From an optimization exercise on the open Yosys and OpenROAD flow, aimed at a short achievable clock period, few clock cycles per item and low power; shortcuts taken in it are not production practice. Only simulation tests tie the RTL to the original design; equivalence was not proved. Power is estimated from default activity; no workload was simulated.

$ cat flow/run.sh
#!/bin/bash
# synth_recipe.tcl (not shown) runs the flow's synth.tcl, then flattens the netlist and writes it again
# the make line also repeats each setting of config.mk as NAME=value (left out here)
make -C /OpenROAD-flow-scripts/flow DESIGN_CONFIG=/design/flow/config.mk WORK_HOME=/design/flow/orfs CLKGATE_MAP_FILE= SYNTH_SCRIPT=/design/flow/synth_recipe.tcl finish
$ cat flow/design.v
module lopill_core (
    input  wire        clk,
    input  wire        rst,           
    output reg         port_req,
    output reg         port_we,
    output reg  [3:0]  port_addr,
    output reg  [31:0] port_wdata,
    input  wire        port_ack,
    input  wire [31:0] port_rdata
);
    localparam [31:0] CH_MASK0  = 32'h0000_0001;
    localparam [31:0] CH_MASK1  = 32'h0000_0002;
    localparam        EOA_BIT   = 0;
    localparam        MCE_BIT   = 1;
    localparam        TXE_BIT   = 0;
    localparam [7:0]  SUBADDR   = 8'h00;
    localparam [7:0]  MODE_CTRL = 8'h27;
    localparam [6:0]  TADDR     = 7'h70;
    localparam [7:0]  AUX_MASK  = 8'h02;
    localparam [2:0]  NPAY      = 3'd6;
    localparam [3:0] A_TS_CHEN    = 4'h0;
    localparam [3:0] A_TS_START   = 4'h1;
    localparam [3:0] A_TS_STATUS  = 4'h2;
    localparam [3:0] A_TS_ICR     = 4'h3;
    localparam [3:0] A_TS_COUNT   = 4'h4;
    localparam [3:0] A_SB_AUTOEND = 4'h8;
    localparam [3:0] A_SB_TADDR   = 4'h9;
    localparam [3:0] A_SB_NBYTES  = 4'hA;
    localparam [3:0] A_SB_START   = 4'hB;
    localparam [3:0] A_SB_STATUS  = 4'hC;
    localparam [3:0] A_SB_TXDATA  = 4'hD;
    localparam [1:0] U_MAIN = 2'b00;
    localparam [1:0] U_TAS  = 2'b01;
    localparam [1:0] U_DTX  = 2'b11;
    localparam [7:0] M_SETUP   = 8'b00_000_000;
    localparam [7:0] M_ACQUIRE = 8'b00_001_000;
    localparam [7:0] M_COMBINE = 8'b00_010_000;
    localparam [7:0] M_ENCODE  = 8'b00_011_000;
    localparam [7:0] M_SEND    = 8'b00_100_000;
    localparam [2:0] OP_T_ENABLE  = 3'd0;
    localparam [2:0] OP_T_START   = 3'd1;
    localparam [2:0] OP_T_POLL    = 3'd2;
    localparam [2:0] OP_T_ERR     = 3'd3;
    localparam [2:0] OP_T_COUNT   = 3'd4;
    localparam [2:0] OP_T_CLEAR   = 3'd5;
    localparam [2:0] OP_T_DISABLE = 3'd6;
    localparam [2:0] OP_X_BUILD   = 3'd0;
    localparam [2:0] OP_X_AUTOEND = 3'd1;
    localparam [2:0] OP_X_TADDR   = 3'd2;
    localparam [2:0] OP_X_NBYTES  = 3'd3;
    localparam [2:0] OP_X_START   = 3'd4;
    localparam [2:0] OP_X_POLL    = 3'd5;
    localparam [2:0] OP_X_WRITE   = 3'd6;
    reg  [7:0] pc;
    reg  [7:0] pc_next;
    reg        rmw_wr;        
    wire [1:0] unit = pc[7:6];
    wire [2:0] op   = pc[5:3];
    wire [2:0] idx  = pc[2:0];
    reg  [13:0] cnt   [0:1];      
    reg         err   [0:1];      
    reg  [15:0] comp;             
    reg  [7:0]  frame [0:3];      
    reg  [7:0]  pay   [0:5];      
    reg  [31:0] rmw_q;            
    function [7:0] hex;
        input [3:0] n;
        begin
            case (n)
                4'h0: hex = 8'h7D;
                4'h1: hex = 8'h0C;
                4'h2: hex = 8'hB5;
                4'h3: hex = 8'h9D;
                4'h4: hex = 8'hCC;
                4'h5: hex = 8'hD9;
                4'h6: hex = 8'hF9;
                4'h7: hex = 8'h0D;
                4'h8: hex = 8'hFD;
                4'h9: hex = 8'hDD;
                4'hA: hex = 8'hED;
                4'hB: hex = 8'hF8;
                4'hC: hex = 8'h71;
                4'hD: hex = 8'hBC;
                4'hE: hex = 8'hF1;
                default: hex = 8'hE1;
            endcase
        end
    endfunction
    wire [31:0] ch_mask = idx[0] ? CH_MASK1 : CH_MASK0;
    wire        ind     = err[0] | err[1];
    wire        done    = port_req & port_ack;
    always @(*) begin
        port_req   = 1'b0;
        port_we    = 1'b0;
        port_addr  = 4'h0;
        port_wdata = 32'h0;
        case (unit)
            U_TAS: begin
                case (op)
                    OP_T_ENABLE: begin
                        port_req   = 1'b1;
                        port_we    = rmw_wr;
                        port_addr  = A_TS_CHEN;
                        port_wdata = rmw_wr ? (rmw_q | ch_mask) : 32'h0;
                    end
                    OP_T_START: begin
                        port_req   = 1'b1;
                        port_we    = 1'b1;
                        port_addr  = A_TS_START;
                        port_wdata = 32'h1;
                    end
                    OP_T_POLL, OP_T_ERR: begin
                        port_req   = 1'b1;
                        port_addr  = A_TS_STATUS;
                    end
                    OP_T_COUNT: begin
                        port_req   = 1'b1;
                        port_addr  = A_TS_COUNT;
                    end
                    OP_T_CLEAR: begin
                        port_req   = 1'b1;
                        port_we    = 1'b1;
                        port_addr  = A_TS_ICR;
                        port_wdata = (32'h1 << EOA_BIT) | (32'h1 << MCE_BIT);
                    end
                    OP_T_DISABLE: begin
                        port_req   = 1'b1;
                        port_we    = rmw_wr;
                        port_addr  = A_TS_CHEN;
                        port_wdata = rmw_wr ? (rmw_q & ~ch_mask) : 32'h0;
                    end
                    default: ;
                endcase
            end
            U_DTX: begin
                case (op)
                    OP_X_AUTOEND: begin
                        port_req   = 1'b1;
                        port_we    = 1'b1;
                        port_addr  = A_SB_AUTOEND;
                        port_wdata = 32'h1;
                    end
                    OP_X_TADDR: begin
                        port_req   = 1'b1;
                        port_we    = 1'b1;
                        port_addr  = A_SB_TADDR;
                        port_wdata = {25'h0, TADDR};
                    end
                    OP_X_NBYTES: begin
                        port_req   = 1'b1;
                        port_we    = 1'b1;
                        port_addr  = A_SB_NBYTES;
                        port_wdata = {29'h0, NPAY};
                    end
                    OP_X_START: begin
                        port_req   = 1'b1;
                        port_we    = 1'b1;
                        port_addr  = A_SB_START;
                        port_wdata = 32'h1;
                    end
                    OP_X_POLL: begin
                        port_req   = 1'b1;
                        port_addr  = A_SB_STATUS;
                    end
                    OP_X_WRITE: begin
                        port_req   = 1'b1;
                        port_we    = 1'b1;
                        port_addr  = A_SB_TXDATA;
                        port_wdata = {24'h0, pay[idx]};
                    end
                    default: ;
                endcase
            end
            default: ;
        endcase
    end
    always @(*) begin
        pc_next = pc;
        case (unit)
            U_MAIN: begin
                case (pc)
                    M_SETUP:   pc_next = M_ACQUIRE;
                    M_ACQUIRE: pc_next = {U_TAS, OP_T_ENABLE, 3'd0};
                    M_COMBINE: pc_next = M_ENCODE;
                    M_ENCODE:  pc_next = M_SEND;
                    M_SEND:    pc_next = {U_DTX, OP_X_BUILD, 3'd0};
                    default:   pc_next = M_SETUP;
                endcase
            end
            U_TAS: begin
                if (done) begin
                    case (op)
                        OP_T_ENABLE:  if (rmw_wr) pc_next = {U_TAS, OP_T_START, idx};
                        OP_T_START:   pc_next = {U_TAS, OP_T_POLL, idx};
                        OP_T_POLL:    if (port_rdata[EOA_BIT] | port_rdata[MCE_BIT])
                                          pc_next = {U_TAS, OP_T_ERR, idx};
                        OP_T_ERR:     pc_next = {U_TAS, OP_T_COUNT, idx};
                        OP_T_COUNT:   pc_next = {U_TAS, OP_T_CLEAR, idx};
                        OP_T_CLEAR:   pc_next = {U_TAS, OP_T_DISABLE, idx};
                        OP_T_DISABLE: if (rmw_wr) pc_next = (idx == 3'd0) ?
                                          {U_TAS, OP_T_ENABLE, 3'd1} : M_COMBINE;
                        default:      pc_next = M_SETUP;
                    endcase
                end else if (op == 3'd7) begin
                    pc_next = M_SETUP;
                end
            end
            U_DTX: begin
                if (op == OP_X_BUILD) begin
                    pc_next = {U_DTX, OP_X_AUTOEND, 3'd0};
                end else if (done) begin
                    case (op)
                        OP_X_AUTOEND: pc_next = {U_DTX, OP_X_TADDR, 3'd0};
                        OP_X_TADDR:   pc_next = {U_DTX, OP_X_NBYTES, 3'd0};
                        OP_X_NBYTES:  pc_next = {U_DTX, OP_X_START, 3'd0};
                        OP_X_START:   pc_next = {U_DTX, OP_X_POLL, 3'd0};
                        OP_X_POLL:    if (port_rdata[TXE_BIT])
                                          pc_next = {U_DTX, OP_X_WRITE, idx};
                        OP_X_WRITE:   pc_next = (idx == NPAY - 3'd1) ? M_ACQUIRE :
                                          {U_DTX, OP_X_POLL, idx + 3'd1};
                        default:      pc_next = M_SETUP;
                    endcase
                end else if (op == 3'd7) begin
                    pc_next = M_SETUP;
                end
            end
            default: pc_next = M_SETUP;
        endcase
    end
    always @(posedge clk) begin
        if (rst) begin
            pc     <= M_SETUP;
            rmw_wr <= 1'b0;
        end else begin
            pc <= pc_next;
            if (unit == U_TAS && (op == OP_T_ENABLE || op == OP_T_DISABLE) && done)
                rmw_wr <= ~rmw_wr;
        end
    end
    always @(posedge clk) begin
        if (unit == U_TAS && done) begin
            case (op)
                OP_T_ENABLE, OP_T_DISABLE:
                    if (!rmw_wr) rmw_q <= port_rdata;
                OP_T_ERR:   err[idx[0]] <= port_rdata[MCE_BIT];
                OP_T_COUNT: cnt[idx[0]] <= port_rdata[13:0];
                default: ;
            endcase
        end
        if (pc == M_COMBINE)
            comp <= {cnt[0][11:4], cnt[1][11:4]};
        if (pc == M_ENCODE) begin
            frame[0] <= hex(comp[15:12]);
            frame[1] <= hex(comp[11:8]) | AUX_MASK;
            frame[2] <= hex(comp[7:4]) | (ind ? AUX_MASK : 8'h00);
            frame[3] <= hex(comp[3:0]);
        end
        if (unit == U_DTX && op == OP_X_BUILD) begin
            pay[0] <= SUBADDR;
            pay[1] <= MODE_CTRL;
            pay[2] <= frame[3];
            pay[3] <= frame[2];
            pay[4] <= frame[1];
            pay[5] <= frame[0];
        end
    end
endmodule
$ cat flow/constraint.sdc
create_clock -name core_clock -period 3.8 [get_ports {clk}]
set_input_delay 0.7600 -clock core_clock [delete_from_list [all_inputs] [get_ports {clk}]]
set_output_delay 0.7600 -clock core_clock [all_outputs]
set_load 0.01 [all_outputs]
$ cat flow/config.mk
export PLATFORM = sky130hd
export DESIGN_NAME = lopill_core
export DESIGN_NICKNAME = lopill_core
export VERILOG_FILES = /design/flow/design.v
export SDC_FILE = /design/flow/constraint.sdc
export NUM_CORES = 4
export LEC_CHECK = 0
export CAP_MARGIN = 20
export CORE_MARGIN = 2
export CORE_UTILIZATION = 40
export PLACE_DENSITY = 0.6
export SLEW_MARGIN = 20
==> run_results.csv <==
group,metric,value,unit
cells_and_area,finalNetCount,666,
sta,skew,0.00720,ns
die,dieArea,17000,um^2
cells_and_area,multi_input_area,2280,um^2
clock_tree,numCtsBuffers,17,
sta,clock.fmax,279,MHz
placement,gp_congestion,0.894,
global_routing,grt_pass1_vias,4218,
sta,setup_viol,0,
pwr,power_density,445,nW/um^2
setup_path,crit_start,"pc[1]",
run,maxCapViolCount,0,
global_routing,antenna_found_initial,0,
pwr,leakagePower,2.70,nW
detailed_routing,drtAntennaViolNets,0,
clock_tree,clk_path_buf_depth,2,
synthesis,ys_ff_latch,133,
synthesis,synth_area_leaders,"edfxtp_1, ha_1, dfxtp_1",
setup_path,startpoint_type,"flip-flop",
synthesis,synth_area,6400,um^2
cells_and_area,fillerInstances,1386,
placement,dp_slack,0.642,ns
worst_hold_path,hp-start,"cnt[0][8]",
setup_path,crit_path_end_kind,"output port",
detailed_routing,drc,0,
sta,slew_violations,0,
cells_and_area,finalNonFillerCells,830,
detailed_routing,wl_per_cell,16.4,um
clock_tree,clockRootBuffer,"clkbuf_16",
die,rows,46,
placement,place_hpwl,9700,um
sta,hold_viol_final,0,
synthesis,syn_area_per_cell,12.1,um^2
clock_tree,cts_tree,"done",
clock_tree,clock_sinks,133,
sta,setup_tns,0,ns
detailed_routing,via_per_inst,5.22,
detailed_routing,dr.pass1.iters,5,
detailed_routing,num_vias,4331,
sta,tightest_slew,0.588,ns
clock_tree,post_cts_buffers,0,
detailed_routing,drt_iter0_markers,404,
setup_path,cp.arrival,2.82,ns
clock_tree,clkTransAtPathRegs,0.06,ns
sta,worst_slack,0.218,ns
global_routing,grt_pass1_wl,21700,um
cells_and_area,most-common-layout-cells,"edfxtp_1, clkdlybuf4s50_1, nor2_1, a21oi_1, nand2_1",
setup_path,path_max_fanout,15,
synthesis,synth_flop_cell,"edfxtp_1",
clock_tree,clkLatencyLatePin,0.41,ns
placement,io_buffers,72,
global_routing,grt_max_degree,31,
worst_hold_path,min-delay-path-class,"reg -> reg",
die,ioPinCount,73,
pwr,peakVddDrop,0.295,mV
cells_and_area,regArea,3910,um^2
synthesis,async_flop_share,0,%
synthesis,netlist-cell-type-count,64,
cells_and_area,diodes,0,
synthesis,synth_edf_count,124,
sta,min_period,3.58,ns
die,core-area,15800,um^2
die,die-height,131,um
setup_path,crit_type,"reg -> out",
sta,rsz0062_at_grt,"no",
detailed_routing,routed_wl,13600,um
placement,dp_cells,799,
synthesis,ys_seq_area_share,61.0,%
setup_path,rr_startpoint,"pc[1]",
clock_tree,h-tree-depth,4,
clock_tree,hold_buffers,0,
synthesis,synth_top_area_share,58.2,%
cells_and_area,layout-drive-gt1-share,10.4,%
setup_path,cp_data_required_time,3.04,ns
cells_and_area,final_common_cell,"edfxtp_1",
global_routing,grt_usage,16.8,%
synthesis,syn_nets,592,
die,die_w,131,um
run_status,status,"finished clean",
sta,post-route-period-util,94.3,%
synthesis,yosysTopAreaCell,"edfxtp_1",
synthesis,synthCells,528,
sta,slew_headroom,60.8,%
global_routing,grt_overflow,0,
die,start_util,40.6,%
synthesis,ys_warn_count,3,
cells_and_area,area_delta_synth_final,24.3,%
cell families after synthesis:
family,synth area share (%)
AND/OR/NAND/NOR,13.7
adder cells (fa/ha/maj),5.67
XOR/XNOR,0.411
multiplexers,2.07
flip-flops,61.0
AO/OA/AOI/OAI,13.5
buffers and inverters,3.67
worst paths after layout:
check | to | slack, ns | cells after the start
worst min register to register | comp[12] | 0.41 | 0
worst max register to register | frame[3][3] | 1.55 | 4
worst min-delay path | comp[12] | 0.41 | 0
worst max-delay path | port_wdata[1] | 0.22 | 6
metrics by stage:
stage	util, %	power, mW	hold slack, ns	area [um^2]
CTS	50.4	3.59	0.411	7950
global route	50.4	3.69	0.422	7950
detailed placement	47.0	2.10	0.405	7410
finish	50.4	3.54	0.414	7950
global placement	47.0	2.10	0.402	7410
floorplan	-	1.93	0.400	6400
sequential cells by signal (all words and copies together) (netlist names):
signal	cells
rmw_q	32
frame	29
pay	29
cnt	16
comp	16
pc	8
err	2
rmw_wr	1
where the power goes:
part           internal [mW]  switching (mW)  leakage [nW]
Clock                  0.889           0.581         0.248
Combinational          0.176           0.210          1.27
Sequential              1.65          0.0373          1.19
Total                   2.72           0.828          2.70
layout make-up:
type                       count  area share [%]
clock buffer                  18            5.40
multi-input combinational    336            28.7
sequential                   133            49.1
inverter                      25            1.18
timing repair buffer          89            10.8
tap                          216            3.40
clock inverter                13            1.40
critical path, stage by stage, from the launching register on:
cell and delay [ns]:
dfxtp_1 0.58, and2_1 0.20, ha_1 0.32, a21oi_1 0.09
or4_1 0.44, o21ai_0 0.21, clkdlybuf4s50_1 0.57
repair_timing:
action                                  CTS  global route
resized for setup                         0             1
endpoints found under the setup margin    0             1
hold endpoints to repair                  0             0
Yosys cell counts (all sizes together) (3+ instances only):
cell	number
a211oi	5
a21boi	4
a21oi	33
a221oi	5
a22o	5
a22oi	11
a31oi	3
and2	27
buf	12
clkbuf	22
dfxtp	9
edfxtp	124
ha	29
inv	24
mux4	4
nand2	32
nand2b	10
nand3	8
nor2	40
nor2b	19
nor3	8
nor3b	4
nor4	3
o2111ai	4
o211ai	4
o21a	3
o21ai	29
o21bai	4
or3	4
metal layers:
metal | track usage [%] | routed length, um | vias up
met5 | 0 | 0 | -
met4 | 6.07 | 182 | 0
met3 | 4.72 | 566 | 16
met2 | 26.6 | 6610 | 120
met1 | 22.2 | 6260 | 2096
li1 | - | - | 2099
Testbench counts, summed over its fixed seeds: cycles 45,726, frames 320.

-- separate check: timing with driven ports --
In the flow no input, the clock included, has a driving cell. The finished layout below was timed again as built, in two steps. Step 1 (the two cells are an assumption about what drives the block):
set clk [get_ports {clk}]
set_driving_cell -lib_cell sky130_fd_sc_hd__clkbuf_16 $clk
set_driving_cell -lib_cell sky130_fd_sc_hd__buf_2 [delete_from_list [all_inputs] $clk]
Step 2 times the ports against the registers' clock, not the clock port: input delays grow and output delays shrink by t, the midpoint of the rising clock arrivals with the driver on. Slacks: no drivers / after step 1 / after step 2; pairs: no drivers / after step 1.
shift t [ns]: 0.446
setup slack, ns: 0.218 / 0.178 / 0.624
worst register clock-pin slew, ns: 0.06 / 0.06
After both steps this run still meets setup and hold. For this run, drivers alone change the setup slack by -0.040 ns; drivers and shift together by +0.406 ns.
